This is an optimization exercise on Yosys and OpenROAD, whose aim is small area, a short achievable clock period and few clock cycles, not a production implementation. Where RTL was checked, it was by simulation tests only, not by an equivalence proof against the original. No functional check of the RTL was part of runs 1 and 2. No activity file was given, so power comes from the tool's default toggle rates.

File: design/flow/run.sh
#!/bin/bash
# synth_recipe.tcl (not shown) runs the flow's synth.tcl, then flattens the netlist and writes it again
# the make line also repeats each setting of config.mk as NAME=value (left out here)
make -C /OpenROAD-flow-scripts/flow DESIGN_CONFIG=/design/flow/config.mk WORK_HOME=/design/flow/orfs CLKGATE_MAP_FILE= SYNTH_SCRIPT=/design/flow/synth_recipe.tcl finish
File: design/flow/constraint.sdc
create_clock -name core_clock -period 10.0 [get_ports {clk}]
set_input_delay 2.0000 -clock core_clock [delete_from_list [all_inputs] [get_ports {clk}]]
set_output_delay 2.0000 -clock core_clock [all_outputs]
set_load 0.01 [all_outputs]
File: design/flow/design.v
module mwfc (
    input             clk,
    input             rst,         
    input             bus_valid,
    input             bus_write,
    input      [7:0]  bus_addr,    
    input      [1:0]  bus_size,    
    input      [31:0] bus_wdata,
    output            bus_ready,
    output reg [31:0] bus_rdata,
    output            bus_err
);
    localparam [7:0] OPC_SET_CLOCK       = 8'hE0;
    localparam [7:0] OPC_SET_VIBRATION   = 8'hE1;
    localparam [7:0] OPC_SET_FULLSCREEN  = 8'hE2;
    localparam [7:0] OPC_UPDATE_DISPLAY  = 8'hE3;
    localparam [7:0] OPC_SET_BACKLIGHT   = 8'hE4;
    localparam [7:0] OPC_SET_WIDGET_LIST = 8'hE5;
    localparam [7:0] OPC_CLEAR_SCREEN    = 8'hE6;
    localparam [7:0] OPC_GET_BATTERY     = 8'hE7;
    localparam [7:0] OPC_RESET_DEVICE    = 8'hE8;
    localparam [7:0] IDLE_MODE           = 8'h00;
    localparam [7:0] C_CRC_START   = 8'h01;
    localparam [7:0] C_CRC_FEED    = 8'h02;
    localparam [7:0] C_CRC_FINAL   = 8'h03;
    localparam [7:0] C_CRC_SPAN    = 8'h04;
    localparam [7:0] C_FINALIZE    = 8'h08;
    localparam [7:0] C_PARSE_BATT  = 8'h20;
    localparam [3:0] E_OK        = 4'd0;
    localparam [3:0] E_ILLEGAL   = 4'd1;
    localparam [3:0] E_BAD_ARG   = 4'd2;
    localparam [3:0] E_BAD_LEN   = 4'd3;
    localparam [3:0] E_SHORT     = 4'd4;
    localparam [3:0] E_BAD_CFG   = 4'd5;
    reg [31:0]  cmd_q;
    reg [3:0]   err_q;
    reg [7:0]   frame_len_q;
    reg [7:0]   resp_count_q;
    reg [4:0]   om1_q;             
    reg [31:0]  poly_q;
    reg [31:0]  init_q;
    reg [31:0]  xorout_q;
    reg [2:0]   flags_q;           
    reg [31:0]  init_direct_q;     
    reg [31:0]  crc_reg_q;
    reg [31:0]  crc_result_q;
    reg [31:0]  arg0_q, arg1_q, arg2_q, arg3_q, arg4_q;
    reg [24:0]  batt_status_q;
    reg [15:0]  batt_mv_q;
    reg [255:0] frame_q;           
    reg [95:0]  resp_q;            
    reg         fj_q;              
    reg [4:0]   idx_q;             
    reg [5:0]   left_q;            
    reg [4:0]   tail_q;            
    reg         trl_q;             
    reg         enc_q;             
    reg [3:0]   ecode_q;           
    reg         fd_q;              
    reg [7:0]   pend_q;            
    reg         ib_q;              
    reg         if_q;              
    reg         ip_q;              
    reg [1:0]   bi_q;              
    wire refin  = flags_q[0];
    wire refout = flags_q[1];
    wire direct = flags_q[2];
    wire ij = ib_q & ~direct & ~ip_q;   
    wire [7:0] code = bus_wdata[7:0];   
    wire [5:0]  order   = {1'b0, om1_q} + 6'd1;
    wire [31:0] highbit = 32'h00000001 << om1_q;
    wire [31:0] mask    = ~(32'hFFFFFFFE << om1_q);
    wire [31:0] init_m  = init_q & mask;
    wire [31:0] init_direct = direct ? init_m : init_direct_q;
    function [31:0] rev32(input [31:0] v);
        integer i;
        begin
            for (i = 0; i < 32; i = i + 1)
                rev32[i] = v[31 - i];
        end
    endfunction
    function [7:0] rev8(input [7:0] v);
        integer i;
        begin
            for (i = 0; i < 8; i = i + 1)
                rev8[i] = v[7 - i];
        end
    endfunction
    wire        idle     = !fj_q && !ij && !fd_q;
    wire [31:0] eng_x    = fj_q ? crc_result_q : ij ? (if_q ? 32'd0 : init_direct_q) :
                           fd_q ? crc_reg_q : init_direct;
    wire [4:0]  bidx       = fj_q ? idx_q : arg0_q[4:0];
    wire [7:0]  frame_byte = frame_q[{bidx, 3'b000} +: 8];
    wire [7:0]  feed_src   = fd_q ? arg0_q[7:0] : frame_byte;
    wire [7:0]  feed_byte  = refin ? rev8(feed_src) : feed_src;
    wire [1:0]  init_bsel  = if_q ? om1_q[4:3] : bi_q;
    wire [7:0]  init_byte  = init_m[{init_bsel, 3'b000} +: 8];
    wire [7:0]  eng_d      = ij ? init_byte : feed_byte;
    wire [38:0] xe = {eng_x, 7'd0} >> om1_q;
    wire [38:0] pe = {poly_q, 7'd0} >> om1_q;
    wire [7:0]  eq = pe[7:0];
    reg [7:0]  linv [0:7];
    reg [63:0] linv_q;
    integer i, j, m;
    always @(*) begin
        for (i = 0; i < 8; i = i + 1) begin
            linv[i] = 8'd0;
            linv[i][i] = 1'b1;
            for (m = 0; m < i; m = m + 1)
                for (j = m; j < i; j = j + 1)
                    linv[i][m] = linv[i][m] ^ (eq[8 - i + j] & linv[j][m]);
        end
    end
    always @(posedge clk)
        for (i = 0; i < 8; i = i + 1)
            linv_q[8*i +: 8] <= linv[i];
    wire [7:0] d_sel = (idle && code[4]) ? (refin ? 8'h80 : 8'h01) : eng_d;
    wire [7:0] eu = xe[7:0] ^ d_sel;
    reg [7:0] fb;
    always @(*) begin
        for (i = 0; i < 8; i = i + 1) begin
            fb[i] = 1'b0;
            for (j = 0; j <= i; j = j + 1)
                fb[i] = fb[i] ^ (linv_q[8*i + j] & eu[7 - j]);
        end
    end
    reg [31:0] eng_acc;
    always @(*) begin
        eng_acc = eng_x << 8;
        for (i = 0; i < 8; i = i + 1)
            if (fb[i])
                eng_acc = eng_acc ^ (poly_q << (7 - i));
    end
    wire [31:0] eng_y = eng_acc & mask;
    wire [31:0] out_x   = fj_q ? crc_result_q : crc_reg_q;
    wire [4:0]  out_sh  = ~om1_q;                 
    wire [31:0] out_rev = rev32(out_x) >> out_sh;
    wire        merge   = fj_q && (left_q == 6'd1) && !refout;
    wire [31:0] out_y   = ((merge ? eng_acc : refout ? out_rev : out_x) ^ xorout_q) & mask;
    wire [5:0] widx = bus_addr[7:2];
    reg mapped;
    always @(*) begin
        mapped = 1'b0;
        if (widx <= 6'd13)                       mapped = 1'b1;   
        else if (widx >= 6'd16 && widx <= 6'd22) mapped = 1'b1;   
        else if (widx >= 6'd24 && widx <= 6'd34) mapped = 1'b1;   
    end
    wire legal = (bus_size == 2'd2) && (bus_addr[1:0] == 2'b00) && mapped;
    wire a_cmd   = (widx == 6'd0);
    wire a_cfg   = (widx >= 6'd4) && (widx <= 6'd8);
    wire a_arg   = (widx >= 6'd16) && (widx <= 6'd20);
    wire a_frame = (widx[5:3] == 3'b011);
    wire [2:0] fw = widx[2:0];
    wire wstall = (a_cmd && (fj_q || fd_q || ib_q)) || (a_cfg && (fj_q || fd_q)) ||
                  (a_frame && fj_q) || (a_arg && fj_q && enc_q);
    wire rstall = (widx == 6'd9 && ib_q && !direct) || (widx == 6'd12 && fd_q) ||
                  (widx == 6'd13 && fj_q) ||
                  (a_frame && pend_q[fw]);
    wire stall  = legal && (bus_write ? wstall : rstall);
    assign bus_ready = !stall;
    assign bus_err   = !legal;
    wire wr_acc = bus_valid && bus_write && legal && !stall;
    wire       rsv_ok = (bus_wdata[31:8] == 24'd0);
    wire       is_enc = (code[7:4] == 4'h1) && (code[3:0] <= 4'd9);
    reg code_known;
    always @(*) begin
        case (code)
            C_CRC_START, C_CRC_FEED, C_CRC_FINAL, C_CRC_SPAN, C_FINALIZE,
            C_PARSE_BATT: code_known = 1'b1;
            default:      code_known = is_enc;
        endcase
    end
    wire       cmd_wr  = wr_acc && a_cmd;
    wire       cmd_go  = cmd_wr && rsv_ok && code_known;
    wire [2:0] pairs   = arg0_q[10:8];
    wire       enc_go  = cmd_go && is_enc && !(code[3:0] == 4'h6 && pairs == 3'd0);
    wire [8:0] span_end = {1'b0, arg0_q[7:0]} + {1'b0, arg0_q[15:8]};
    reg [7:0] enc_len;
    reg [7:0] enc_opc;
    reg [7:0] enc_opt;
    always @(*) begin
        enc_len = 8'd6;
        enc_opc = OPC_GET_BATTERY;
        enc_opt = 8'h00;
        case (code[3:0])
            4'h0: begin enc_len = 8'd14; enc_opc = OPC_SET_CLOCK; end
            4'h1: begin enc_len = 8'd12; enc_opc = OPC_SET_VIBRATION; end
            4'h2: begin enc_opc = OPC_SET_FULLSCREEN; enc_opt = {7'd0, arg0_q[0]}; end
            4'h3: begin
                enc_len = 8'd8;
                enc_opc = OPC_UPDATE_DISPLAY;
                enc_opt = {arg0_q[20], 1'b0, arg0_q[21], 1'b0, arg0_q[17:16], arg0_q[19:18]};
            end
            4'h4: begin enc_len = 8'd8; enc_opc = OPC_UPDATE_DISPLAY; enc_opt = 8'hA0; end
            4'h5: begin enc_opc = OPC_SET_BACKLIGHT; enc_opt = {7'd0, arg0_q[0]}; end
            4'h6: begin
                enc_len = 8'd6 + {4'd0, pairs, 1'b0};
                enc_opc = OPC_SET_WIDGET_LIST;
                enc_opt = {4'd0, arg0_q[3:2], arg0_q[1:0]};
            end
            4'h7: begin enc_len = 8'd7; enc_opc = OPC_CLEAR_SCREEN; enc_opt = {7'd0, arg0_q[0]}; end
            4'h8: enc_opc = OPC_GET_BATTERY;
            default: enc_opc = OPC_RESET_DEVICE;
        endcase
    end
    wire [31:0] enc_hdr = {enc_opt, enc_opc, enc_len, 8'h01};
    reg [31:0] enc_word;
    always @(*) begin
        enc_word = 32'd0;
        case (ecode_q)
            4'h0: enc_word = (idx_q[1:0] == 2'd1) ?
                             {arg0_q[31:24], arg0_q[23:16], arg0_q[7:0], arg0_q[15:8]} : arg1_q;
            4'h1: enc_word = (idx_q[1:0] == 2'd1) ?
                             {arg0_q[23:0], 8'h01} : {16'd0, arg1_q[7:0], arg0_q[31:24]};
            4'h3: enc_word = {16'd0, arg0_q[15:8], arg0_q[7:0]};
            4'h4: enc_word = {16'd0, 8'h60, 8'h00};
            4'h6: case (idx_q[1:0])
                      2'd1: enc_word = arg1_q;
                      2'd2: enc_word = arg2_q;
                      2'd3: enc_word = arg3_q;
                      default: enc_word = arg4_q;
                  endcase
            4'h7: enc_word = {24'd0, IDLE_MODE};
            default: enc_word = 32'd0;
        endcase
    end
    wire        job_step  = fj_q && (left_q != 6'd0);
    wire        job_final = fj_q && (left_q == 6'd0 || merge);
    wire [31:0] out_tr    = {out_y[15:8], out_y[7:0], out_y[15:8], out_y[7:0]};
    wire [31:0] trl_word  = tail_q[0] ? {out_tr[23:0], out_tr[31:24]} : out_tr;
    wire [31:0] fw_data = fj_q ? (job_final ? trl_word : enc_word)
                               : (a_cmd ? enc_hdr : bus_wdata);
    reg [31:0] fw_en;
    integer b;
    always @(*) begin
        for (b = 0; b < 32; b = b + 1) begin
            fw_en[b] = 1'b0;
            if (wr_acc && a_frame && fw == b / 4)
                fw_en[b] = 1'b1;
            if (enc_go && b < 4)
                fw_en[b] = 1'b1;
            if (job_step && enc_q && idx_q <= 5'd4 && b / 4 == idx_q && b < tail_q)
                fw_en[b] = 1'b1;
            if (job_final && trl_q && (b == tail_q || b == tail_q + 1))
                fw_en[b] = 1'b1;
        end
    end
    integer k;
    always @(posedge clk) begin
        for (k = 0; k < 32; k = k + 1)
            if (fw_en[k])
                frame_q[8*k +: 8] <= fw_data[8*(k%4) +: 8];
        for (k = 0; k < 3; k = k + 1)
            if (wr_acc && widx == 6'd32 + k)
                resp_q[32*k +: 32] <= bus_wdata;
    end
    wire [31:0] wd0 = bus_wdata & {32{~rst}};    
    wire [31:0] wd1 = bus_wdata | {32{rst}};     
    wire a_wr = wr_acc;
    wire cfg_kick = a_wr && (widx == 6'd4 || widx == 6'd5 || widx == 6'd6 || widx == 6'd8);
    wire ord_ok   = (bus_wdata[5:0] >= 6'd1) && (bus_wdata[5:0] <= 6'd32);
    wire c_ok    = cmd_go;
    wire c_start = c_ok && code == C_CRC_START;
    wire c_feed  = c_ok && code == C_CRC_FEED;
    wire c_final = c_ok && code == C_CRC_FINAL;
    wire c_span  = c_ok && code == C_CRC_SPAN;
    wire c_fin   = c_ok && code == C_FINALIZE;
    wire c_parse = c_ok && code == C_PARSE_BATT;
    wire span_bad  = span_end > 9'd32;
    wire fin_bad   = frame_len_q < 8'd2 || frame_len_q > 8'd32;
    wire parse_ok  = resp_count_q == 8'd12;
    wire span_go   = c_span && !span_bad;
    wire fin_go    = c_fin && !fin_bad;
    wire job_go    = span_go || fin_go || enc_go;
    wire span_len0 = arg0_q[15:8] == 8'd0;
    wire [4:0] fin_tail = frame_len_q[4:0] - 5'd2;
    reg  [7:0] fin_pend;       
    integer t;
    always @(*)
        for (t = 0; t < 8; t = t + 1)
            fin_pend[t] = (t >= fin_tail[4:2]);
    reg [3:0] cmd_err;
    always @(*) begin
        if (!rsv_ok || !code_known)           cmd_err = E_ILLEGAL;
        else if (code == C_CRC_SPAN)          cmd_err = span_bad ? E_BAD_LEN : E_OK;
        else if (code == C_FINALIZE)          cmd_err = fin_bad ? E_BAD_LEN : E_OK;
        else if (code == C_PARSE_BATT)        cmd_err = (resp_count_q < 8'd12) ? E_SHORT :
                                                        (resp_count_q > 8'd12) ? E_BAD_LEN : E_OK;
        else if (is_enc && code[3:0] == 4'h6 && pairs == 3'd0) cmd_err = E_BAD_ARG;
        else                                  cmd_err = E_OK;
    end
    always @(posedge clk) begin
        if (rst || cmd_wr) cmd_q <= wd0;
        if (rst || (a_wr && widx == 6'd16)) arg0_q <= wd0;
        if (rst || (a_wr && widx == 6'd17)) arg1_q <= wd0;
        if (rst || (a_wr && widx == 6'd18)) arg2_q <= wd0;
        if (rst || (a_wr && widx == 6'd19)) arg3_q <= wd0;
        if (rst || (a_wr && widx == 6'd20)) arg4_q <= wd0;
        if (rst || (a_wr && widx == 6'd7))  xorout_q <= wd0;
        if (rst || (a_wr && widx == 6'd5))
            poly_q <= {wd0[31:13], wd1[12], wd0[11:6], wd1[5], wd0[4:1], wd1[0]};
        if (rst || (a_wr && widx == 6'd6))  init_q <= {wd0[31:16], wd1[15:0]};
        if (rst || (a_wr && widx == 6'd8))  flags_q <= {wd1[2], wd0[1], wd1[0]};
        if (rst || (a_wr && widx == 6'd4 && ord_ok))
            om1_q <= rst ? 5'd15 : bus_wdata[4:0] - 5'd1;
        if (rst || (a_wr && widx == 6'd3))  resp_count_q <= wd0[7:0];
        if (rst || (a_wr && widx == 6'd2) || enc_go)
            frame_len_q <= (a_cmd ? enc_len : bus_wdata[7:0]) & {8{~rst}};
        if (rst || (a_wr && widx == 6'd4) || cmd_wr)
            err_q <= (a_cmd ? cmd_err : (ord_ok ? E_OK : E_BAD_CFG)) & {4{~rst}};
        if (rst || (c_parse && parse_ok)) begin
            batt_status_q <= {1'b1, resp_q[55:48], resp_q[47:40], resp_q[39:32]} & {25{~rst}};
            batt_mv_q     <= {resp_q[79:72], resp_q[71:64]} & {16{~rst}};
        end
        if (rst || c_start || fd_q)
            crc_reg_q <= rst ? 32'h0000FFFF : (fd_q ? eng_y : init_direct);
        if (rst || c_final || job_go || fj_q)
            crc_result_q <= rst ? 32'd0 :
                            (c_final || job_final) ? out_y :
                            (fin_go || (span_go && span_len0)) ? init_direct : eng_y;
        if (rst || ij)
            init_direct_q <= rst ? 32'h0000FFFF : eng_y;
    end
    always @(posedge clk) begin
        if (rst) begin
            fj_q    <= 1'b0;
            fd_q    <= 1'b0;
            pend_q  <= 8'd0;
            ib_q    <= 1'b0;
            ip_q    <= 1'b0;
        end else begin
            fd_q <= c_feed;
            if (job_go)
                pend_q <= enc_go ? 8'hFE : fin_go ? fin_pend : 8'h00;
            else if (job_final)
                pend_q <= 8'h00;
            else if (job_step && enc_q && idx_q[4:2] == 3'd0 &&
                     (tail_q[4] || idx_q[1:0] < tail_q[3:2]))
                pend_q[idx_q[1:0]] <= 1'b0;
            if (job_go)
                fj_q <= 1'b1;
            else if (job_final)
                fj_q <= 1'b0;
            ip_q <= cfg_kick;
            if (cfg_kick)
                ib_q <= 1'b1;
            else if (ib_q && !ip_q && (direct || init_bsel == 2'd0))
                ib_q <= 1'b0;
        end
        if (rst) begin
            idx_q   <= 5'd0;
            left_q  <= 6'd0;
            tail_q  <= 5'd0;
            trl_q   <= 1'b0;
            enc_q   <= 1'b0;
            ecode_q <= 4'd0;
        end else if (job_go) begin
            idx_q   <= span_go ? arg0_q[4:0] + {4'd0, !span_len0} : {4'd0, enc_go};
            left_q  <= span_go ? arg0_q[13:8] - {5'd0, !span_len0} :
                       fin_go ? frame_len_q[5:0] - 6'd2 : enc_len[5:0] - 6'd3;
            tail_q  <= fin_go ? frame_len_q[4:0] - 5'd2 : enc_len[4:0] - 5'd2;
            trl_q   <= !span_go;
            enc_q   <= enc_go;
            ecode_q <= code[3:0];
        end else if (fj_q && left_q != 6'd0) begin
            idx_q  <= idx_q + 5'd1;
            left_q <= left_q - 6'd1;
        end
        if (rst) begin
            if_q <= 1'b0;
            bi_q <= 2'd0;
        end else if (cfg_kick)
            if_q <= 1'b1;
        else if (ij) begin
            if_q <= 1'b0;
            bi_q <= init_bsel - 2'd1;
        end
    end
    always @(*) begin
        bus_rdata = 32'd0;
        case (widx)
            6'd0:  bus_rdata = cmd_q;
            6'd1:  bus_rdata = {28'd0, err_q};
            6'd2:  bus_rdata = {24'd0, frame_len_q};
            6'd3:  bus_rdata = {24'd0, resp_count_q};
            6'd4:  bus_rdata = {26'd0, order};
            6'd5:  bus_rdata = poly_q;
            6'd6:  bus_rdata = init_q;
            6'd7:  bus_rdata = xorout_q;
            6'd8:  bus_rdata = {29'd0, flags_q};
            6'd9:  bus_rdata = init_direct;
            6'd10: bus_rdata = mask;
            6'd11: bus_rdata = highbit;
            6'd12: bus_rdata = crc_reg_q;
            6'd13: bus_rdata = crc_result_q;
            6'd16: bus_rdata = arg0_q;
            6'd17: bus_rdata = arg1_q;
            6'd18: bus_rdata = arg2_q;
            6'd19: bus_rdata = arg3_q;
            6'd20: bus_rdata = arg4_q;
            6'd21: bus_rdata = {7'd0, batt_status_q};
            6'd22: bus_rdata = {16'd0, batt_mv_q};
            6'd24: bus_rdata = frame_q[31:0];
            6'd25: bus_rdata = frame_q[63:32];
            6'd26: bus_rdata = frame_q[95:64];
            6'd27: bus_rdata = frame_q[127:96];
            6'd28: bus_rdata = frame_q[159:128];
            6'd29: bus_rdata = frame_q[191:160];
            6'd30: bus_rdata = frame_q[223:192];
            6'd31: bus_rdata = frame_q[255:224];
            6'd32: bus_rdata = resp_q[31:0];
            6'd33: bus_rdata = resp_q[63:32];
            6'd34: bus_rdata = resp_q[95:64];
            default: bus_rdata = 32'd0;
        endcase
    end
endmodule
File: design/flow/config.mk
export PLATFORM = sky130hd
export DESIGN_NAME = mwfc
export DESIGN_NICKNAME = mwfc
export VERILOG_FILES = /design/flow/design.v
export SDC_FILE = /design/flow/constraint.sdc
export NUM_CORES = 4
export LEC_CHECK = 0
export CAP_MARGIN = 20
export CORE_MARGIN = 2
export CORE_UTILIZATION = 60
export PLACE_DENSITY = 0.72
export SETUP_SLACK_MARGIN = 4.0
export SLEW_MARGIN = 20
==> flow_summary.ini, run 1 <==
[outcome]
lastStage = 5_1_grt
error = [ERROR GRT-0116] Global routing finished with congestion. Check the congestion regions in the DRC Viewer.
status = aborted with a tool error

[synthesis]
yosysSeqAreaShare_pct = 45.2
synthArstFlopShare_pct = 0
syn_area_per_cell_sq_um = 9.69
synth_top_area_share_pct = 43.6
synth_edf_count = 804
synth_area_leaders = edfxtp_1 44%, nand2_1 4.6%, nor2_1 4.0%
ys_dominant_reg_cell = edfxtp_1
yosysWarnings = 2
ys_ff_latch = 848
synth_top_area_cell = edfxtp_1
syn_nets = 5817
synth_area_sq_mm = 0.0554
synth.distinct_cells = 111
synthCells = 5721

[clock_tree]
ctsHoldBuffers = 0
cts_buffers = 90
cts_root_buffer = clkbuf_16
clock-sinks = 848
clk_path_buf_depth = 3
htree_levels = 3

[global_route]
grt_pass1_vias = 63500
grt.overflow.total = 73
grt_start_max_net_pins = 70
grt_first_pass_wirelength_um = 530000
grt_usage_pct = 81.0

[die]
initial_core_util_pct = 60.5
placementRows = 111
ios = 80
chipWidth_um = 308
die_h_um = 308

[place]
portBuffers = 79
gp_congestion = 1.38
dp_hpwl_um = 256000
[logic make-up after synthesis]
family / share of synthesized area [%]
muxes: 5.67
adders and majority gates: 1.14
DFF: 45.2
and+or+nand+nor: 15.7
buffers and inverters: 4.33
AOI/OAI and AO/OA: 23.4
xor gates and xnor gates: 4.57
[through the flow]
| step | setup slack [ns] | power, mW | instances | instance area [sq um] |
|---|---|---|---|---|
| floorplan | 3.59 | 10.5 | 5721 | 55700 |
| CTS | 3.60 | 20.4 | 7273 | 68200 |
| detailed placement | 1.30 | 13.9 | 6760 | 58100 |
| global placement | 1.37 | 13.8 | 6759 | 58100 |
[synth_stat cells, drive strengths merged (36+ instances only)]
cell type and number:
ha 49, nor3 82, and2 50, a22oi 178, xnor2 192, buf 161
a31oi 101, inv 86, a21oi 282, dfxtp 44, nand4 81, nor2b 127
nand2 685, a222oi 84, nor2 590, nand3 113, a22o 65, a211oi 85
edfxtp 804, a221oi 118, mux2 46, mux2i 133, xor2 36, o211ai 92
o22ai 143, clkbuf 324, mux4 57, o21ai 330
[power by group through the flow]
stage          combinational, mW  sequential, mW  clock [mW]
2_1_floorplan               5.97            4.53           0
3_3_place_gp                8.90            4.85           0
3_5_place_dp                9.04            4.86           0
4_1_cts                     12.4            4.78        3.27
[metal layers]
metal  track usage, %  GRT overflow
met5             45.2             0
met2             91.9            44
met1             83.1             0
met3             71.6             0
met4             75.8            29
[worst max path at each step]
stage               depth (start not counted)             to  slack (ns)
floorplan                                  29   frame_q[108]        3.59
global placement                           12  bus_rdata[30]        1.37
detailed placement                         12  bus_rdata[30]        1.30
CTS                                        12  bus_rdata[30]        3.60
[timing repair]
item / in CTS
gates cloned: 18
setup endpoints to repair: 1105
pin swaps: 292
hold endpoints to repair: 0
resized for setup: 1037
buffers inserted: 328
==> inputs of run 2 (changes only) <==
--- a/design/flow/design.v
+++ b/design/flow/design.v
@@ -57,6 +57,7 @@
     reg         enc_q;             
     reg [3:0]   ecode_q;           
     reg         fd_q;              
+    reg         fo_q;              
     reg [7:0]   pend_q;            
     reg         ib_q;              
     reg         if_q;              
@@ -86,9 +87,9 @@
                 rev8[i] = v[7 - i];
         end
     endfunction
-    wire        idle     = !fj_q && !ij && !fd_q;
+    wire        idle     = !fj_q && !ij && !fd_q && !fo_q;
     wire [31:0] eng_x    = fj_q ? crc_result_q : ij ? (if_q ? 32'd0 : init_direct_q) :
-                           fd_q ? crc_reg_q : init_direct;
+                           (fd_q || fo_q) ? crc_reg_q : init_direct;
     wire [4:0]  bidx       = fj_q ? idx_q : arg0_q[4:0];
     wire [7:0]  frame_byte = frame_q[{bidx, 3'b000} +: 8];
     wire [7:0]  feed_src   = fd_q ? arg0_q[7:0] : frame_byte;
@@ -96,7 +97,8 @@
     wire [1:0]  init_bsel  = if_q ? om1_q[4:3] : bi_q;
     wire [7:0]  init_byte  = init_m[{init_bsel, 3'b000} +: 8];
     wire [7:0]  eng_d      = ij ? init_byte : feed_byte;
-    wire [38:0] xe = {eng_x, 7'd0} >> om1_q;
+    wire [31:0] eng_l = eng_x << ~om1_q;
+    wire [7:0]  xe    = eng_l[31:24];
     wire [38:0] pe = {poly_q, 7'd0} >> om1_q;
     wire [7:0]  eq = pe[7:0];
     reg [7:0]  linv [0:7];
@@ -132,9 +134,8 @@
                 eng_acc = eng_acc ^ (poly_q << (7 - i));
     end
     wire [31:0] eng_y = eng_acc & mask;
-    wire [31:0] out_x   = fj_q ? crc_result_q : crc_reg_q;
-    wire [4:0]  out_sh  = ~om1_q;                 
-    wire [31:0] out_rev = rev32(out_x) >> out_sh;
+    wire [31:0] out_x   = eng_x;
+    wire [31:0] out_rev = rev32(eng_l);
     wire        merge   = fj_q && (left_q == 6'd1) && !refout;
     wire [31:0] out_y   = ((merge ? eng_acc : refout ? out_rev : out_x) ^ xorout_q) & mask;
     wire [5:0] widx = bus_addr[7:2];
@@ -151,10 +152,10 @@
     wire a_arg   = (widx >= 6'd16) && (widx <= 6'd20);
     wire a_frame = (widx[5:3] == 3'b011);
     wire [2:0] fw = widx[2:0];
-    wire wstall = (a_cmd && (fj_q || fd_q || ib_q)) || (a_cfg && (fj_q || fd_q)) ||
+    wire wstall = (a_cmd && (fj_q || fd_q || fo_q || ib_q)) || (a_cfg && (fj_q || fd_q || fo_q)) ||
                   (a_frame && fj_q) || (a_arg && fj_q && enc_q);
     wire rstall = (widx == 6'd9 && ib_q && !direct) || (widx == 6'd12 && fd_q) ||
-                  (widx == 6'd13 && fj_q) ||
+                  (widx == 6'd13 && (fj_q || fo_q)) ||
                   (a_frame && pend_q[fw]);
     wire stall  = legal && (bus_write ? wstall : rstall);
     assign bus_ready = !stall;
@@ -314,9 +315,9 @@
         end
         if (rst || c_start || fd_q)
             crc_reg_q <= rst ? 32'h0000FFFF : (fd_q ? eng_y : init_direct);
-        if (rst || c_final || job_go || fj_q)
+        if (rst || fo_q || job_go || fj_q)
             crc_result_q <= rst ? 32'd0 :
-                            (c_final || job_final) ? out_y :
+                            (fo_q || job_final) ? out_y :
                             (fin_go || (span_go && span_len0)) ? init_direct : eng_y;
         if (rst || ij)
             init_direct_q <= rst ? 32'h0000FFFF : eng_y;
@@ -325,11 +326,13 @@
         if (rst) begin
             fj_q    <= 1'b0;
             fd_q    <= 1'b0;
+            fo_q    <= 1'b0;
             pend_q  <= 8'd0;
             ib_q    <= 1'b0;
             ip_q    <= 1'b0;
         end else begin
             fd_q <= c_feed;
+            fo_q <= c_final;
             if (job_go)
                 pend_q <= enc_go ? 8'hFE : fin_go ? fin_pend : 8'h00;
             else if (job_final)
--- a/design/flow/config.mk
+++ b/design/flow/config.mk
@@ -9,5 +9,5 @@
 export CORE_MARGIN = 2
 export CORE_UTILIZATION = 60
 export PLACE_DENSITY = 0.72
-export SETUP_SLACK_MARGIN = 4.0
+export SETUP_SLACK_MARGIN = 3.0
 export SLEW_MARGIN = 20
==> run 2 against run 1 <==
Net effect:
- the run again fails in 5_1_grt
- synthesized area down 2.1%
- synthesized cell count down 2.7%
==> flow_summary.ini, run 2 <==
[place]
dp_hpwl_um = 241000
postPlaceCellArea_sq_mm = 0.0573
place_inst = 6637
dp_slack_ns = 1.10
gp_congestion = 1.22
portBuffers = 79

[clock_tree]
ctsHoldBuffers = 0
cts_buffers = 91
htree_levels = 3
cts_root_buffer = clkbuf_16
clk_path_buf_depth = 3
clock-sinks = 849

[global_route]
grt_usage_pct = 78.2
grt_start_max_net_pins = 105
grt.overflow.total = 7

[synthesis]
synthCells = 5565
synth_top_area_cell = edfxtp_1
ys_dominant_reg_cell = edfxtp_1
synth_area_sq_mm = 0.0543
yosysSeqAreaShare_pct = 46.1
ys_ff_latch = 849
synth_top_area_share_pct = 44.5
synth.distinct_cells = 111
synth_most_common_cell = edfxtp_1
synthArstFlopShare_pct = 0
yosysWarnings = 2
syn_area_per_cell_sq_um = 9.75
synthTopCellsByCount = 804 x edfxtp_1, 671 x nand2_1, 559 x nor2_1
synth_edf_count = 804
syn_nets = 5661
synth_area_leaders = edfxtp_1 44%, nand2_1 4.6%, nor2_1 3.9%

[die]
initial_core_util_pct = 60.4
ios = 80
chipWidth_um = 305
die_h_um = 305
placementRows = 110

[outcome]
lastStage = 5_1_grt
error = [ERROR GRT-0232] Routing congestion too high. Check the congestion heatmap in the GUI.
status = aborted with a tool error
==> run 2: changes by cell type after synthesis, moves of 21 or more <==
cell and delta:
inv_1 -21, mux2i_1 -34, a31oi_1 -24, nand2b_1 +23, a22oi_1 +45, nor2_1 -31
mux4_2 -30, a21oi_1 -30, nor3_1 +21, a222oi_1 +21
==> run 2: stage by stage <==
step                utilization, %  hold WS, ns
floorplan                        -        0.433
global placement              63.7        0.448
detailed placement            63.7        0.449
CTS                           69.3        0.457
==> run 2: metal layers <==
| layer | track usage [%] | GRT overflow |
|---|---|---|
| met1 | 80.5 | 0 |
| met2 | 90.4 | 2 |
| met3 | 66.1 | 0 |
| met4 | 74.8 | 5 |
| met5 | 37.8 | 0 |
==> run 2: cell families after synthesis <==
| kind of cell | after synthesis | share of synthesized area (%) |
|---|---|---|
| AOI/OAI and AO/OA | 1772 | 23.3 |
| xor gates and xnor gates | 277 | 5.42 |
| adders and majority gates | 50 | 1.17 |
| buffers and inverters | 541 | 4.03 |
| DFF | 849 | 46.1 |
| muxes | 158 | 3.61 |
| and+or+nand+nor | 1918 | 16.3 |
==> run 2: how the worst max path moves through the flow <==
| stage | startpoint | endpoint | slack [ns] | depth (start not counted) |
|---|---|---|---|---|
| floorplan | om1_q[2] | frame_q[105] | 3.01 | 27 |
| global placement | bus_wdata[4] | frame_q[31] | 1.34 | 18 |
| detailed placement | bus_wdata[4] | frame_q[127] | 1.10 | 18 |
| CTS | bus_addr[3] | bus_rdata[15] | 2.95 | 9 |
==> run 2: what timing repair did <==
| action | CTS |
|---|---|
| setup endpoints to repair | 383 |
| cloned | 4 |
| resized for setup | 229 |
| buffers inserted | 85 |
| pin swaps | 52 |
==> run 2: power groups by stage <==
stage          Combinational [mW]  Sequential [mW]  Clock, mW
4_1_cts                      9.19             4.67       3.58
3_3_place_gp                 8.56             4.74          0
3_5_place_dp                 8.76             4.75          0
2_1_floorplan                6.19             4.52          0
==> inputs of run 3 (changes only) <==
--- a/design/flow/design.v
+++ b/design/flow/design.v
@@ -57,7 +57,6 @@
     reg         enc_q;             
     reg [3:0]   ecode_q;           
     reg         fd_q;              
-    reg         fo_q;              
     reg [7:0]   pend_q;            
     reg         ib_q;              
     reg         if_q;              
@@ -87,23 +86,42 @@
                 rev8[i] = v[7 - i];
         end
     endfunction
-    wire        idle     = !fj_q && !ij && !fd_q && !fo_q;
+    wire        idle     = !fj_q && !ij && !fd_q;
     wire [31:0] eng_x    = fj_q ? crc_result_q : ij ? (if_q ? 32'd0 : init_direct_q) :
-                           (fd_q || fo_q) ? crc_reg_q : init_direct;
-    wire [4:0]  bidx       = fj_q ? idx_q : arg0_q[4:0];
-    wire [7:0]  frame_byte = frame_q[{bidx, 3'b000} +: 8];
+                           fd_q ? crc_reg_q : init_direct;
+    wire [7:0]  frame_byte = frame_q[{idx_q, 3'b000} +: 8];
     wire [7:0]  feed_src   = fd_q ? arg0_q[7:0] : frame_byte;
     wire [7:0]  feed_byte  = refin ? rev8(feed_src) : feed_src;
     wire [1:0]  init_bsel  = if_q ? om1_q[4:3] : bi_q;
     wire [7:0]  init_byte  = init_m[{init_bsel, 3'b000} +: 8];
     wire [7:0]  eng_d      = ij ? init_byte : feed_byte;
-    wire [31:0] eng_l = eng_x << ~om1_q;
-    wire [7:0]  xe    = eng_l[31:24];
+    integer i, j, m;
+    reg  [3:0]  ohl_q;         
+    reg  [7:0]  ohh_q;         
+    always @(posedge clk) begin
+        ohl_q <= 4'b0001 << om1_q[1:0];
+        ohh_q <= 8'b00000001 << om1_q[4:2];
+    end
+    reg  [35:0] fz;            
+    reg  [7:0]  xe;
+    integer h, l;
+    always @(*) begin
+        for (i = 0; i < 36; i = i + 1) begin
+            fz[i] = 1'b0;
+            for (l = 0; l < 4; l = l + 1)
+                if (i - 7 + l >= 0 && i - 7 + l < 32)
+                    fz[i] = fz[i] | (ohl_q[l] & eng_x[i - 7 + l]);
+        end
+        for (j = 0; j < 8; j = j + 1) begin
+            xe[7 - j] = 1'b0;
+            for (h = 0; h < 8; h = h + 1)
+                xe[7 - j] = xe[7 - j] | (ohh_q[h] & fz[4*h - j + 7]);
+        end
+    end
     wire [38:0] pe = {poly_q, 7'd0} >> om1_q;
     wire [7:0]  eq = pe[7:0];
     reg [7:0]  linv [0:7];
     reg [63:0] linv_q;
-    integer i, j, m;
     always @(*) begin
         for (i = 0; i < 8; i = i + 1) begin
             linv[i] = 8'd0;
@@ -116,7 +134,7 @@
     always @(posedge clk)
         for (i = 0; i < 8; i = i + 1)
             linv_q[8*i +: 8] <= linv[i];
-    wire [7:0] d_sel = (idle && code[4]) ? (refin ? 8'h80 : 8'h01) : eng_d;
+    wire [7:0] d_sel = idle ? (refin ? 8'h80 : 8'h01) : eng_d;
     wire [7:0] eu = xe[7:0] ^ d_sel;
     reg [7:0] fb;
     always @(*) begin
@@ -134,8 +152,9 @@
                 eng_acc = eng_acc ^ (poly_q << (7 - i));
     end
     wire [31:0] eng_y = eng_acc & mask;
-    wire [31:0] out_x   = eng_x;
-    wire [31:0] out_rev = rev32(eng_l);
+    wire [31:0] out_x   = fj_q ? crc_result_q : crc_reg_q;
+    wire [4:0]  out_sh  = ~om1_q;                 
+    wire [31:0] out_rev = rev32(out_x) >> out_sh;
     wire        merge   = fj_q && (left_q == 6'd1) && !refout;
     wire [31:0] out_y   = ((merge ? eng_acc : refout ? out_rev : out_x) ^ xorout_q) & mask;
     wire [5:0] widx = bus_addr[7:2];
@@ -152,11 +171,11 @@
     wire a_arg   = (widx >= 6'd16) && (widx <= 6'd20);
     wire a_frame = (widx[5:3] == 3'b011);
     wire [2:0] fw = widx[2:0];
-    wire wstall = (a_cmd && (fj_q || fd_q || fo_q || ib_q)) || (a_cfg && (fj_q || fd_q || fo_q)) ||
+    wire wstall = (a_cmd && (fj_q || fd_q || ib_q)) || (a_cfg && (fj_q || fd_q)) ||
                   (a_frame && fj_q) || (a_arg && fj_q && enc_q);
     wire rstall = (widx == 6'd9 && ib_q && !direct) || (widx == 6'd12 && fd_q) ||
-                  (widx == 6'd13 && (fj_q || fo_q)) ||
-                  (a_frame && pend_q[fw]);
+                  (widx == 6'd13 && fj_q) ||
+                  (a_frame && fj_q && pend_q[fw]);
     wire stall  = legal && (bus_write ? wstall : rstall);
     assign bus_ready = !stall;
     assign bus_err   = !legal;
@@ -205,26 +224,40 @@
         endcase
     end
     wire [31:0] enc_hdr = {enc_opt, enc_opc, enc_len, 8'h01};
-    reg [31:0] enc_word;
+    wire       e_clk = (ecode_q == 4'h0);
+    wire       e_vib = (ecode_q == 4'h1);
+    wire       e_upd = (ecode_q == 4'h3);
+    wire       e_def = (ecode_q == 4'h4);
+    wire       e_wid = (ecode_q == 4'h6);
+    wire       e_w1  = (idx_q[1:0] == 2'd1);
+    reg  [2:0] e_asel;
+    always @(*) begin
+        if (e_wid)      e_asel = {1'b0, idx_q[1:0]} + {idx_q[1:0] == 2'd0, 2'b00};
+        else if (e_clk) e_asel = e_w1 ? 3'd0 : 3'd1;
+        else            e_asel = 3'd0;
+    end
+    reg [31:0] e_str;
     always @(*) begin
-        enc_word = 32'd0;
-        case (ecode_q)
-            4'h0: enc_word = (idx_q[1:0] == 2'd1) ?
-                             {arg0_q[31:24], arg0_q[23:16], arg0_q[7:0], arg0_q[15:8]} : arg1_q;
-            4'h1: enc_word = (idx_q[1:0] == 2'd1) ?
-                             {arg0_q[23:0], 8'h01} : {16'd0, arg1_q[7:0], arg0_q[31:24]};
-            4'h3: enc_word = {16'd0, arg0_q[15:8], arg0_q[7:0]};
-            4'h4: enc_word = {16'd0, 8'h60, 8'h00};
-            4'h6: case (idx_q[1:0])
-                      2'd1: enc_word = arg1_q;
-                      2'd2: enc_word = arg2_q;
-                      2'd3: enc_word = arg3_q;
-                      default: enc_word = arg4_q;
-                  endcase
-            4'h7: enc_word = {24'd0, IDLE_MODE};
-            default: enc_word = 32'd0;
+        case (e_asel)
+            3'd1:    e_str = arg1_q;
+            3'd2:    e_str = arg2_q;
+            3'd3:    e_str = arg3_q;
+            3'd4:    e_str = arg4_q;
+            default: e_str = arg0_q;
         endcase
     end
+    reg [31:0] enc_word;
+    always @(*) begin
+        enc_word = e_str;
+        if (e_clk && e_w1)
+            enc_word[15:0] = {arg0_q[7:0], arg0_q[15:8]};
+        if (e_vib)
+            enc_word = e_w1 ? {arg0_q[23:0], 8'h01} : {16'd0, arg1_q[7:0], arg0_q[31:24]};
+        if (e_def)
+            enc_word[15:0] = 16'h6000;
+        if (!(e_clk || e_vib || e_upd || e_def || e_wid))
+            enc_word[7:0] = IDLE_MODE;
+    end
     wire        job_step  = fj_q && (left_q != 6'd0);
     wire        job_final = fj_q && (left_q == 6'd0 || merge);
     wire [31:0] out_tr    = {out_y[15:8], out_y[7:0], out_y[15:8], out_y[7:0]};
@@ -273,7 +306,8 @@
     wire span_go   = c_span && !span_bad;
     wire fin_go    = c_fin && !fin_bad;
     wire job_go    = span_go || fin_go || enc_go;
-    wire span_len0 = arg0_q[15:8] == 8'd0;
+    wire k_enc     = code[4];                  
+    wire k_span    = !code[4] && code[2];      
     wire [4:0] fin_tail = frame_len_q[4:0] - 5'd2;
     reg  [7:0] fin_pend;       
     integer t;
@@ -315,10 +349,10 @@
         end
         if (rst || c_start || fd_q)
             crc_reg_q <= rst ? 32'h0000FFFF : (fd_q ? eng_y : init_direct);
-        if (rst || fo_q || job_go || fj_q)
+        if (rst || c_final || job_go || fj_q)
             crc_result_q <= rst ? 32'd0 :
-                            (fo_q || job_final) ? out_y :
-                            (fin_go || (span_go && span_len0)) ? init_direct : eng_y;
+                            (c_final || job_final) ? out_y :
+                            (fin_go || span_go) ? init_direct : eng_acc;
         if (rst || ij)
             init_direct_q <= rst ? 32'h0000FFFF : eng_y;
     end
@@ -326,15 +360,13 @@
         if (rst) begin
             fj_q    <= 1'b0;
             fd_q    <= 1'b0;
-            fo_q    <= 1'b0;
             pend_q  <= 8'd0;
             ib_q    <= 1'b0;
             ip_q    <= 1'b0;
         end else begin
             fd_q <= c_feed;
-            fo_q <= c_final;
-            if (job_go)
-                pend_q <= enc_go ? 8'hFE : fin_go ? fin_pend : 8'h00;
+            if (!fj_q)
+                pend_q <= k_enc ? 8'hFE : k_span ? 8'h00 : fin_pend;
             else if (job_final)
                 pend_q <= 8'h00;
             else if (job_step && enc_q && idx_q[4:2] == 3'd0 &&
@@ -357,15 +389,15 @@
             trl_q   <= 1'b0;
             enc_q   <= 1'b0;
             ecode_q <= 4'd0;
-        end else if (job_go) begin
-            idx_q   <= span_go ? arg0_q[4:0] + {4'd0, !span_len0} : {4'd0, enc_go};
-            left_q  <= span_go ? arg0_q[13:8] - {5'd0, !span_len0} :
-                       fin_go ? frame_len_q[5:0] - 6'd2 : enc_len[5:0] - 6'd3;
-            tail_q  <= fin_go ? frame_len_q[4:0] - 5'd2 : enc_len[4:0] - 5'd2;
-            trl_q   <= !span_go;
-            enc_q   <= enc_go;
+        end else if (!fj_q) begin
+            idx_q   <= k_span ? arg0_q[4:0] : {4'd0, k_enc};
+            left_q  <= k_span ? arg0_q[13:8] :
+                       k_enc ? enc_len[5:0] - 6'd3 : frame_len_q[5:0] - 6'd2;
+            tail_q  <= k_enc ? enc_len[4:0] - 5'd2 : frame_len_q[4:0] - 5'd2;
+            trl_q   <= !k_span;
+            enc_q   <= k_enc;
             ecode_q <= code[3:0];
-        end else if (fj_q && left_q != 6'd0) begin
+        end else if (left_q != 6'd0) begin
             idx_q  <= idx_q + 5'd1;
             left_q <= left_q - 6'd1;
         end
--- a/design/flow/config.mk
+++ b/design/flow/config.mk
@@ -7,7 +7,9 @@
 export LEC_CHECK = 0
 export CAP_MARGIN = 20
 export CORE_MARGIN = 2
-export CORE_UTILIZATION = 60
-export PLACE_DENSITY = 0.72
-export SETUP_SLACK_MARGIN = 3.0
+export CORE_UTILIZATION = 40
+export CTS_CLUSTER_DIAMETER = 80
+export CTS_CLUSTER_SIZE = 20
+export PLACE_DENSITY = 0.55
+export SETUP_SLACK_MARGIN = 3.5
 export SLEW_MARGIN = 20
==> run 3 against run 2 <==
Net effect:
- now clean on timing, DRC and antenna
- synthesized cell count shrank 6.6%
- synthesized area down 1.3%
==> flow_summary.ini, run 3 <==
[synthesis]
synth_area_leaders = edfxtp_1 45%, nand2_1 5.2%, mux4_2 3.8%
synthCells = 5195
synthArstFlopShare_pct = 0
synth_top_area_share_pct = 45.1
yosysSeqAreaShare_pct = 47.2
syn_nets = 5284
synth.distinct_cells = 105
synth_most_common_cell = edfxtp_1
ys_ff_latch = 860
ys_dominant_reg_cell = edfxtp_1
synth_area_sq_mm = 0.0536
yosysWarnings = 2
synth_edf_count = 804
synthTopCellsByCount = 804 x edfxtp_1, 736 x nand2_1, 333 x clkbuf_1
synth_top_area_cell = edfxtp_1
syn_area_per_cell_sq_um = 10.3

[timing]
relSlewSlack_pct = 4.45
holdWs_ns = 0.522
min_period_over_period_pct = 68.1
setup_tns_ns = 0
hold_viol = 0
timing.fmax_mhz = 147
fin_skew_ns = 0.0693
finalSetupViolations = 0
rsz0062_at_grt = yes
period_minus_slack_ns = 6.81
final_max_slew_viol_count = 0
worst_slew_pin_slew_ns = 1.43

[hold_path]
hold_end = bi_q[0]
min_from = bi_q[0]
hold_class = register to register
holdPathStages = 2

[routing]
num_vias = 56500
drtIter0Drc = 11800
drt_wl_total_um = 379000
ant_nets = 0
dr.pass1.iters = 9
wl_per_cell_um = 51.8
drc_errors = 0
vias_per_cell = 7.71

[die]
initial_core_util_pct = 40.2
core_sq_mm = 0.133
placementRows = 134
die_h_um = 370
ios = 80
die_area_sq_mm = 0.137
chipWidth_um = 370

[setup_path]
cp_slowest_stage_delay_ns = 1.07
end_kind = output port
r2r_setup_slack_ns = 3.38
reg2regPathDepth = 26
reg2reg_to = frame_q[35]
arrival_ns = 4.81
cp_max_fo = 7
path_cells = buf_6 > buf_12 > nand3b_1 > buf_12 > buf_6 > nor2_4 > buf_12 > a222oi_1 > nand4_1 > a211o_4 > buf_6
cp_slowest_cell = a222oi_1
crit_type = primary input to output port
cp-start-kind = primary input
timing.rr.start = idx_q[2]
critPathRequiredTime_ns = 8.00

[place]
postPlaceCellArea_sq_mm = 0.0577
gp_congestion = 1.14
place_inst = 6905
dp_hpwl_um = 274000
portBuffers = 79

[clock_tree]
clock-sinks = 860
cts_root_buffer = clkbuf_16
clk_path_buf_depth = 3
cts_buffers = 71
path_clk_slew_ns = 0.08
clock_latency_ns = 0.75
cts_tree = yes
ctsHoldBuffers = 0
htree_levels = 3

[global_route]
antenna_found_initial = 39
grt_pass1_vias = 50000
grt_start_max_net_pins = 71
grt_usage_pct = 53.4
grt.overflow.total = 0
grt_first_pass_wirelength_um = 486000

[final_layout]
largest-register = frame_q
reg_top3 = frame_q (256), resp_q (96)
largest_reg_flops = 256
layout.nets = 5567
mostFrequentLayoutCell = edfxtp_1
fin_area_sq_mm = 0.0659
layout_common_cells = 804 x edfxtp_1, 683 x nand2_1, 404 x buf_4, 275 x nor2_1, 208 x o21ai_0
area_growth_pct = 23.0
drive_above_1_share_pct = 23.8
final_cells = 7323
fill_cells = 12200

[outcome]
status = timing/DRC/antenna clean

[power]
leakagePower_nw = 23.0
powerDensity_mw_per_mm2 = 281
power_mw = 18.5
vdd_drop_max_mv = 0.344

[job]
max-cap-violations = 0
run 3: cell types whose count changed after synthesis, sizes merged, moves of 41 or more:
cell	delta
nand2	+65
mux4	+64
o22ai	-73
nor2	-244
mux2i	+42
a22o	+75
a222oi	-44
o21ai	-41
run 3: timing repair:
item / 4_1_cts / 5_1_grt
setup endpoints to repair: 407 / 340
gates resized for setup: 423 / 321
buffers inserted: 158 / 91
pin swaps: 101 / 146
gates cloned: 10 / 9
run 3: through the flow:
step,worst slack (ns),utilization (%)
2_1_floorplan,3.52,-
3_3_place_gp,1.51,43.3
3_5_place_dp,1.55,43.3
4_1_cts,3.36,47.5
5_1_grt,3.28,49.5
6_report,3.19,49.5
run 3: final cells by class:
cell class	instances	area, sq um	share of cell area (%)
diodes	29	72.6	0.110
clock buffers	78	1810	2.75
clock inverters	43	613	0.930
inverters	75	294	0.446
multi-input cells	3820	29000	43.9
flip-flops and latches	860	25300	38.4
well taps	1768	2210	3.36
repair buffers	650	6670	10.1
run 3: logic make-up after synthesis:
group	Yosys count	synth area share, %
muxes	249	6.82
AOI/OAI and AO/OA	1596	21.6
buffers and inverters	518	3.91
adders and majority gates	45	1.06
DFF	860	47.2
xor gates and xnor gates	264	5.11
and+or+nand+nor	1663	14.3
run 3: metal layers:
metal | track usage, % | vias up | part of all wire (%)
met3 | 23.6 | 1859 | 15
met2 | 74.8 | 5962 | 40
met1 | 62.6 | 27800 | 33
met5 | 1.64 | - | 0.14
met4 | 44.3 | 22 | 12
li1 | - | 20800 | -
run 3: worst max-delay path: cells and delay by family:
| family | cells | cell delay [ns] |
|---|---|---|
| simple gates | 3 | 0.47 |
| compound gates | 2 | 1.52 |
| buf+inv | 6 | 0.79 |
run 3: worst max-delay path by stage:
stage                      startpoint       endpoint  slack [ns]
final                     bus_addr[4]  bus_rdata[10]        3.19
after global routing         om1_q[4]     frame_q[3]        3.28
after CTS                 bus_addr[5]   bus_rdata[6]        3.36
after detailed placement  bus_addr[2]   bus_rdata[5]        1.55
after global placement    bus_addr[5]   bus_rdata[5]        1.51
after floorplan           bus_addr[7]      resp_q[0]        3.52
run 3: where the power goes:
group	switching [mW]	total [mW]	internal (mW)	leakage (nW)
combinational	6.08	10.3	4.24	13.8
sequential	0.624	5.05	4.42	8.05
clock	1.66	3.13	1.48	1.16
total	8.36	18.5	10.1	23.0
Testbench counts of run 3, summed over its fixed seeds: cycles 27,654.
==> inputs of run 4 (changes only) <==
--- a/design/flow/design.v
+++ b/design/flow/design.v
@@ -155,7 +155,7 @@
     wire [31:0] out_x   = fj_q ? crc_result_q : crc_reg_q;
     wire [4:0]  out_sh  = ~om1_q;                 
     wire [31:0] out_rev = rev32(out_x) >> out_sh;
-    wire        merge   = fj_q && (left_q == 6'd1) && !refout;
+    wire        merge   = 1'b0;
     wire [31:0] out_y   = ((merge ? eng_acc : refout ? out_rev : out_x) ^ xorout_q) & mask;
     wire [5:0] widx = bus_addr[7:2];
     reg mapped;
==> design/flow/config.mk (replaced) <==
export PLATFORM = sky130hd
export DESIGN_NAME = mwfc
export DESIGN_NICKNAME = mwfc
export VERILOG_FILES = /design/flow/design.v
export SDC_FILE = /design/flow/constraint.sdc
export NUM_CORES = 4
export LEC_CHECK = 0
export CAP_MARGIN = 40
export CORE_MARGIN = 2
export CORE_UTILIZATION = 40
export CTS_CLUSTER_DIAMETER = 80
export CTS_CLUSTER_SIZE = 20
export PLACE_DENSITY = 0.55
export SETUP_SLACK_MARGIN = 4.0
export SLEW_MARGIN = 40
==> run 4 against run 3 <==
Net effect:
- still clean on timing, DRC and antenna
- sequential power about the same
- clock skew down 0.010 ns
- die area down 0.66%
- utilization up 0.46 points
- worst setup slack better by 0.34 ns
- power down 5.9%
==> flow_summary.ini, run 4 <==
[timing]
min_period_over_period_pct = 64.7
hold_viol = 0
finalSetupViolations = 0
timing.fmax_mhz = 155
rsz0062_at_grt = yes
setup_tns_ns = 0
relSlewSlack_pct = 23.6
period_minus_slack_ns = 6.47
final_max_slew_viol_count = 0
worst_slew_pin_slew_ns = 1.15
fin_skew_ns = 0.0590

[synthesis]
synthCells = 5139
synth_area_leaders = edfxtp_1 45%, nand2_1 4.4%, a22oi_1 4.0%
synth_most_common_cell = edfxtp_1
synth_top_area_cell = edfxtp_1
synth_top_area_share_pct = 45.4
muxShareOfSynthArea_pct = 6.49
yosysWarnings = 2
synth_simple_gate_area_share_pct = 14.2
synthArstFlopShare_pct = 0
synth_edf_count = 804
synth.distinct_cells = 108
yosysSeqAreaShare_pct = 47.5
syn_area_per_cell_sq_um = 10.4
ys_dominant_reg_cell = edfxtp_1
synth-xor-area-share_pct = 5.15
ys_ff_latch = 860
syn_nets = 5228
synth_compound_area_share_pct = 21.7
synth_fa_ha_area_share_pct = 1.04
synth_top_family_by_area = compound AO/OA/AOI/OAI gates
synth_area_sq_mm = 0.0532
synthTopCellsByCount = 804 x edfxtp_1, 628 x nand2_1, 312 x nor2_1

[die]
ios = 80
initial_core_util_pct = 40.4
placementRows = 133
die_h_um = 369
die_area_sq_mm = 0.136
chipWidth_um = 369
core_sq_mm = 0.132

[place]
gp_congestion = 1.07
dp_hpwl_um = 271000
postPlaceCellArea_sq_mm = 0.0573
portBuffers = 79

[job]
max-cap-violations = 0

[hold_path]
hold_class = register to register

[global_route]
grt_start_max_net_pins = 83
antenna_found_initial = 44
grt.overflow.total = 0
grt_usage_pct = 54.2
grt_first_pass_wirelength_um = 489000
grt_pass1_vias = 50300

[final_layout]
regArea_sq_mm = 0.0253
drive_above_1_share_pct = 23.7
fin_area_sq_mm = 0.0659
largest-register = frame_q
multi_input_area_sq_mm = 0.0285
area_growth_pct = 23.8
largest_reg_flops = 256
fill_cells = 11900
mostFrequentLayoutCell = edfxtp_1
layout.nets = 5547
reg_top3 = frame_q (256), resp_q (96)
layout_common_cells = 804 x edfxtp_1, 598 x nand2_1, 403 x buf_4, 281 x nor2_1, 241 x a22oi_1

[power]
vdd_drop_max_mv = 0.313
leakagePower_nw = 22.9
power_mw = 17.4
powerDensity_mw_per_mm2 = 264

[clock_tree]
path_clk_slew_ns = 0.08
cts_buffers = 68
cts_tree = yes
ctsHoldBuffers = 0
clock-sinks = 860
cts_root_buffer = clkbuf_16
htree_levels = 3
clock_latency_ns = 0.75
clk_path_buf_depth = 3

[routing]
wl_per_cell_um = 52.9
dr.pass1.iters = 12
num_vias = 56800
drtIter0Drc = 12000
drc_errors = 0
ant_nets = 0
drt_wl_total_um = 385000
vias_per_cell = 7.81

[setup_path]
cp_max_fo = 8
crit_type = primary input to output port
arrival_ns = 4.47
cp-start-kind = primary input
critPathRequiredTime_ns = 8.00
end_kind = output port

[outcome]
status = timing/DRC/antenna clean
run 4: cell types whose count changed after synthesis, sizes merged, moves of 17 or more:
cell / change
a211oi: -22
a221oi: -34
a22o: -40
a22oi: +85
clkbuf: -26
mux2: +28
mux4: -23
nand2: -107
nand2b: +23
nor2b: +23
o21ai: -17
xnor2: +22
run 4: kinds of logic (layout without fill, tap and decap cells):
| group | Yosys count | in the layout |
|---|---|---|
| and+or+nand+nor | 1604 | 1605 |
| AOI/OAI and AO/OA | 1597 | 1597 |
| DFF | 860 | 860 |
| buffers and inverters | 508 | 868 |
| xor gates and xnor gates | 272 | 274 |
| muxes | 254 | 254 |
| adders and majority gates | 44 | 44 |
| other | 0 | 25 |
run 4: repair_timing:
action	CTS	global route
hold endpoints to repair	0	0
cloned	19	9
pin swaps	122	118
gates resized for setup	579	199
endpoints found under the setup margin	268	156
buffers inserted	195	88
run 4: through the flow:
stage	setup slack [ns]	cells	utilization (%)	hold WS, ns
floorplan	3.85	5139	-	0.444
global placement	1.89	6805	43.2	0.532
detailed placement	1.89	6824	43.5	0.543
CTS	3.73	7152	48.4	0.554
global route	3.59	7262	49.9	0.589
finish	3.53	7282	50.0	0.556
run 4: per-layer routing:
layer | routed length (um) | vias to the layer above | track usage (%)
met3 | 64500 | 1821 | 26.3
met5 | 338 | - | 2.03
met4 | 41200 | 28 | 40.9
li1 | - | 20700 | -
met1 | 131000 | 28100 | 64.8
met2 | 148000 | 6198 | 74.4
run 4: power by group:
group / total (mW) / internal, mW / leakage [nW] / switching [mW]
Clock: 3.09 / 1.46 / 1.12 / 1.63
Combinational: 9.30 / 3.80 / 13.7 / 5.50
Sequential: 5.02 / 4.42 / 8.05 / 0.605
run 4: path summary, 6_finish.rpt:
path              cells past startpoint  slack (ns)        start      endpoint
hold / removal                        2        0.56        trl_q         trl_q
setup / recovery                     12        3.53  bus_addr[6]  bus_rdata[8]
setup reg to reg                     17        3.72         fj_q   frame_q[11]
hold reg to reg                       2        0.56        trl_q         trl_q
run 4: final cells by class:
type                            instances  share of cell area (%)
Clock buffer                           73                    2.63
Timing Repair Buffer                  676                    10.9
Inverter                               78                   0.477
Antenna cell                           25                  0.0950
Multi-Input combinational cell       3774                    43.3
Sequential cell                       860                    38.4
Tap cell                             1755                    3.33
Clock inverter                         41                   0.921
run 4: worst max-delay path: stages:
cell	delay [ns]
buf_12	0.11
or3b_4	0.27
buf_12	0.13
buf_4	0.11
buf_6	0.08
buf_6	0.09
nor2_4	0.05
buf_6	0.12
a222oi_1	0.81
nand4_1	0.15
or3_4	0.41
buf_6	0.14
Testbench counts of run 4, summed over its fixed seeds: cycles 28,737.
==> inputs of run 5 (changes only) <==
--- a/design/flow/config.mk
+++ b/design/flow/config.mk
@@ -8,8 +8,8 @@
 export CAP_MARGIN = 40
 export CORE_MARGIN = 2
 export CORE_UTILIZATION = 40
-export CTS_CLUSTER_DIAMETER = 80
-export CTS_CLUSTER_SIZE = 20
-export PLACE_DENSITY = 0.55
+export CTS_CLUSTER_DIAMETER = 100
+export CTS_CLUSTER_SIZE = 25
+export PLACE_DENSITY = 0.6
 export SETUP_SLACK_MARGIN = 4.0
 export SLEW_MARGIN = 40
==> run 5 against run 4 <==
Net effect:
- still clean on timing, DRC and antenna
- clock-buffer cell count is 15 lower
- worst setup slack lost 0.038 ns
- final area fell by 1.6%
- combinational power rose by 2.5%
- critical path type unchanged
- critical endpoint is now bus_rdata[7]
==> flow_summary.ini, run 5 <==
[timing]
final_max_slew_viol_count = 0
hold_viol = 0
setup_tns_ns = 0
finalSetupViolations = 0
relSlewSlack_pct = 25.0
timing.fmax_mhz = 154
fin_skew_ns = 0.0561
period_minus_slack_ns = 6.50
worst_slew_pin_slew_ns = 1.12
rsz0062_at_grt = yes
min_period_over_period_pct = 65.0

[global_route]
grt_usage_pct = 53.6
grt_first_pass_wirelength_um = 483000
grt_pass1_vias = 49200
antenna_found_initial = 53
grt_start_max_net_pins = 96
grt.overflow.total = 0

[die]
core_sq_mm = 0.132
die_h_um = 369
die_area_sq_mm = 0.136
placementRows = 133
chipWidth_um = 369
ios = 80
initial_core_util_pct = 40.4

[setup_path]
cp-start-kind = primary input
crit_type = primary input to output port
end_kind = output port
reg2regPathDepth = 18
critPathRequiredTime_ns = 8.00
arrival_ns = 4.50
cp_max_fo = 5

[clock_tree]
cts_root_buffer = clkbuf_16
cts_buffers = 48
htree_levels = 2
clock-sinks = 860
path_clk_slew_ns = 0.11
clk_path_buf_depth = 3
cts_tree = yes
clock_latency_ns = 0.75
ctsHoldBuffers = 0

[hold_path]
hold_class = register to register
holdPathStages = 2

[power]
vdd_drop_max_mv = 0.312
power_mw = 17.0
leakagePower_nw = 22.3
powerDensity_mw_per_mm2 = 263

[routing]
drtIter0Drc = 12100
num_vias = 56500
dr.pass1.iters = 14
wl_per_cell_um = 52.7
drc_errors = 0
vias_per_cell = 7.84
ant_nets = 0
drt_wl_total_um = 380000

[synthesis]
ys_ff_latch = 860
ys_dominant_reg_cell = edfxtp_1
synthCells = 5139
synth_area_sq_mm = 0.0532
synth.distinct_cells = 108
synthTopCellsByCount = 804 x edfxtp_1, 628 x nand2_1, 312 x nor2_1
yosysWarnings = 2
synth_top_area_cell = edfxtp_1
synth_area_leaders = edfxtp_1 45%, nand2_1 4.4%, a22oi_1 4.0%
syn_area_per_cell_sq_um = 10.4
synth_most_common_cell = edfxtp_1
yosysSeqAreaShare_pct = 47.5
synth_edf_count = 804
synth_top_area_share_pct = 45.4
synthArstFlopShare_pct = 0
syn_nets = 5228

[final_layout]
area_growth_pct = 21.8
largest-register = frame_q
largest_reg_flops = 256
layout_common_cells = 804 x edfxtp_1, 594 x nand2_1, 363 x buf_4, 280 x nor2_1, 250 x a22oi_1
mostFrequentLayoutCell = edfxtp_1
reg_top3 = frame_q (256), resp_q (96)
layout.nets = 5464
drive_above_1_share_pct = 22.7
utilization_pct = 49.2

[outcome]
status = timing/DRC/antenna clean

[place]
gp_congestion = 1.10
portBuffers = 79
dp_hpwl_um = 271000

[job]
max-cap-violations = 0
==> run 5: cell counts after synthesis <==
No cell type changed its count.
==> run 5: cell type report <==
class                           count  area [sq um]
Fill cell                       11900         67000
Inverter                           78           304
Clock buffer                       58          1240
Antenna cell                       41           103
Timing Repair Buffer              613          6650
Sequential cell                   860         25300
Multi-Input combinational cell   3774         28600
Clock inverter                     24           379
Tap cell                         1755          2200
==> run 5: where the power goes <==
group / leakage [nW] / switching [mW] / internal, mW
logic: 13.4 / 5.54 / 3.99
clock network: 0.786 / 1.45 / 1.01
registers: 8.05 / 0.618 / 4.42
==> run 5: through the flow <==
stage / instance area (sq um) / hold WS (ns) / instances / worst slack, ns
after detailed placement: 57600 / 0.483 / 6815 / 1.96
final: 64800 / 0.501 / 7203 / 3.50
after floorplan: 53300 / 0.444 / 5139 / 3.85
after CTS: 62500 / 0.502 / 7060 / 3.73
after global placement: 56900 / 0.473 / 6798 / 1.68
after global routing: 64700 / 0.519 / 7176 / 3.68
==> run 5: final timing paths <==
path	slack [ns]	to	from
worst min register to register	0.50	pend_q[0]	pend_q[0]
worst max-delay path	3.50	bus_rdata[7]	bus_addr[6]
worst max register to register	3.81	frame_q[24]	fj_q
worst min-delay path	0.50	pend_q[0]	pend_q[0]
==> run 5: routing by layer <==
layer	wire (um)	track usage [%]	up-vias
met4	40000	39.8	25
met3	62700	26.1	1727
met1	129000	63.8	27900
met5	603	2.10	-
li1	-	-	20500
met2	148000	73.9	6315
==> run 5: logic make-up after synthesis <==
logic type                 synth area share (%)
DFF                                        47.5
buffers and inverters                      3.91
AOI/OAI and AO/OA                          21.7
adders and majority gates                  1.04
xor gates and xnor gates                   5.15
muxes                                      6.49
and+or+nand+nor                            14.2
==> run 5: repair_timing <==
action                     4_1_cts  5_1_grt
setup buffers                  148       91
cloned                          15        8
setup endpoints to repair      280      179
pin swaps                      121      148
resized for setup              559      234
==> run 5: critical path, cell delays in order <==
cell and delay, ns:
buf_12 0.11, or3b_4 0.30, buf_6 0.12, nor3_4 0.03
buf_12 0.14, buf_8 0.12, buf_12 0.14, a222oi_1 0.85
nand4_1 0.40, buf_2 0.26
==> inputs of run 6 (changes only) <==
==> design/flow/config.mk (replaced) <==
export PLATFORM = sky130hd
export DESIGN_NAME = mwfc
export DESIGN_NICKNAME = mwfc
export VERILOG_FILES = /design/flow/design.v
export SDC_FILE = /design/flow/constraint.sdc
export NUM_CORES = 4
export LEC_CHECK = 0
export CAP_MARGIN = 30
export CORE_MARGIN = 2
export CORE_UTILIZATION = 40
export CTS_CLUSTER_DIAMETER = 100
export CTS_CLUSTER_SIZE = 25
export PLACE_DENSITY = 0.6
export SETUP_SLACK_MARGIN = 4.0
export SLEW_MARGIN = 30
==> run 6 against run 5 <==
Net effect:
- power down 2.6%
- clock skew up 0.013 ns
- combinational power down 4.3%
- synthesized area unchanged
- synthesized cell count unchanged
==> flow_summary.ini, run 6 <==
[setup_path]
path_cells = buf_12 > or3b_4 > buf_6 > nor3_4 > buf_12 > buf_6 > buf_12 > a222oi_1 > nand4_1 > buf_2
crit_type = primary input to output port
cp_slowest_stage_delay_ns = 0.89
reg2regPathDepth = 16
worstSetupStartpoint = bus_addr[6]
cp_slowest_cell = a222oi_1
endpoint = bus_rdata[7]
crit_top_cell = buf_12
timing.rr.start = fj_q
r2r_setup_slack_ns = 3.66
critPathRequiredTime_ns = 8.00

[final_layout]
largest_reg_flops = 256
final_cells = 7166
reg_top3 = frame_q (256), resp_q (96)
multi_input_area_sq_mm = 0.0283
layout_common_cells = 804 x edfxtp_1, 598 x nand2_1, 355 x buf_4, 282 x nor2_1, 251 x a22oi_1
fill_cells = 12100
regArea_sq_mm = 0.0253
layout.nets = 5427
fin_area_sq_mm = 0.0639
drive_above_1_share_pct = 21.4
mostFrequentLayoutCell = edfxtp_1

[timing]
fin_skew_ns = 0.0693
min_period_over_period_pct = 65.5
timing.fmax_mhz = 153
finalSetupViolations = 0
hold_viol = 0
rsz0062_at_grt = yes
final_max_slew_viol_count = 0
period_minus_slack_ns = 6.55
worst_slew_pin_slew_ns = 1.28

[synthesis]
synth_area_sq_mm = 0.0532
synthTopCellsByCount = 804 x edfxtp_1, 628 x nand2_1, 312 x nor2_1
synth_top_area_cell = edfxtp_1
synth_most_common_cell = edfxtp_1
synth_edf_count = 804
syn_nets = 5228
synthArstFlopShare_pct = 0

[outcome]
status = timing/DRC/antenna clean

[clock_tree]
cts_root_buffer = clkbuf_16
clock_latency_ns = 0.75
clock-sinks = 860
clk_path_buf_depth = 3
ctsHoldBuffers = 0
path_clk_slew_ns = 0.09

[global_route]
grt.overflow.total = 0
grt_usage_pct = 54.0
grt_first_pass_wirelength_um = 486000
grt_start_max_net_pins = 96
antenna_found_initial = 45

[place]
portBuffers = 79
postPlaceCellArea_sq_mm = 0.0571
gp_congestion = 1.10
dp_hpwl_um = 270000
place_inst = 6802

[power]
powerDensity_mw_per_mm2 = 260
leakagePower_nw = 21.8
vdd_drop_max_mv = 0.610

[hold_path]
hold_class = register to register

[job]
max-cap-violations = 0

[die]
core_sq_mm = 0.132
die_h_um = 369
initial_core_util_pct = 40.4
ios = 80
die_area_sq_mm = 0.136

[routing]
drc_errors = 0
dr.pass1.iters = 9
drt_wl_total_um = 380000
wl_per_cell_um = 53.0
vias_per_cell = 7.81
num_vias = 55900
==> run 6: cell type report <==
type	instances	area share, %
Inverter	78	0.478
Sequential cell	860	39.6
Multi-Input combinational cell	3774	44.3
Antenna cell	41	0.161
Clock inverter	23	0.497
Clock buffer	59	1.98
Tap cell	1755	3.44
Timing Repair Buffer	576	9.54
==> run 6: what timing repair did <==
action	in CTS	in global routing
gates resized for setup	542	180
endpoints found under the setup margin	361	192
setup buffers	154	63
pin swaps	106	109
gates cloned	18	3
==> run 6: through the flow <==
step	hold WS [ns]	utilization (%)	power (mW)	setup WS, ns
5_1_grt	0.528	48.4	16.8	3.63
2_1_floorplan	0.444	-	9.44	3.85
3_3_place_gp	0.473	43.2	12.3	1.68
3_5_place_dp	0.483	43.3	12.3	1.82
4_1_cts	0.497	47.3	15.5	3.77
6_report	0.503	48.5	16.6	3.45
==> run 6: logic make-up after synthesis <==
family / share of synthesized area, %
multiplexers: 6.49
flip-flops: 47.5
AO/OA/AOI/OAI: 21.7
XOR/XNOR: 5.15
buffers and inverters: 3.91
adder cells (fa/ha/maj): 1.04
AND/OR/NAND/NOR: 14.2
==> run 6: where the power goes <==
group	internal, mW	total [mW]	switching (mW)
registers	4.42	5.04	0.622
logic	3.71	9.12	5.41
clock network	0.982	2.43	1.44
==> run 6: how the worst min path moves through the flow <==
| stage | to | cells after the start | startpoint |
|---|---|---|---|
| finish | pend_q[0] | 2 | pend_q[0] |
| global route | pend_q[3] | 2 | pend_q[3] |
| CTS | pend_q[3] | 2 | pend_q[3] |
| detailed placement | pend_q[3] | 2 | pend_q[3] |
| global placement | pend_q[0] | 2 | pend_q[0] |
| floorplan | pend_q[3] | 2 | pend_q[3] |
==> run 6: layer usage <==
metal  track usage [%]  vias to the layer above  share of wire [%]
met5              3.06                        -               0.15
met4              41.1                       30                 10
met3              27.5                     1676                 17
met2              73.6                     6084                 39
met1              63.9                    27700                 34
li1                  -                    20500                  -
==> run 6: critical path, delay by kind of cell <==
kind / cells / cell delay, ns
simple gates: 3 / 0.76
buf+inv: 6 / 0.89
compound gates: 1 / 0.89

Setup slack of run 6, layout unchanged: 3.450 ns with ideal ports, 3.397 ns with driving cells assumed (clock clkbuf_16, inputs buf_2), 3.228 ns with port delays also shifted by the 0.795 ns mid clock arrival.
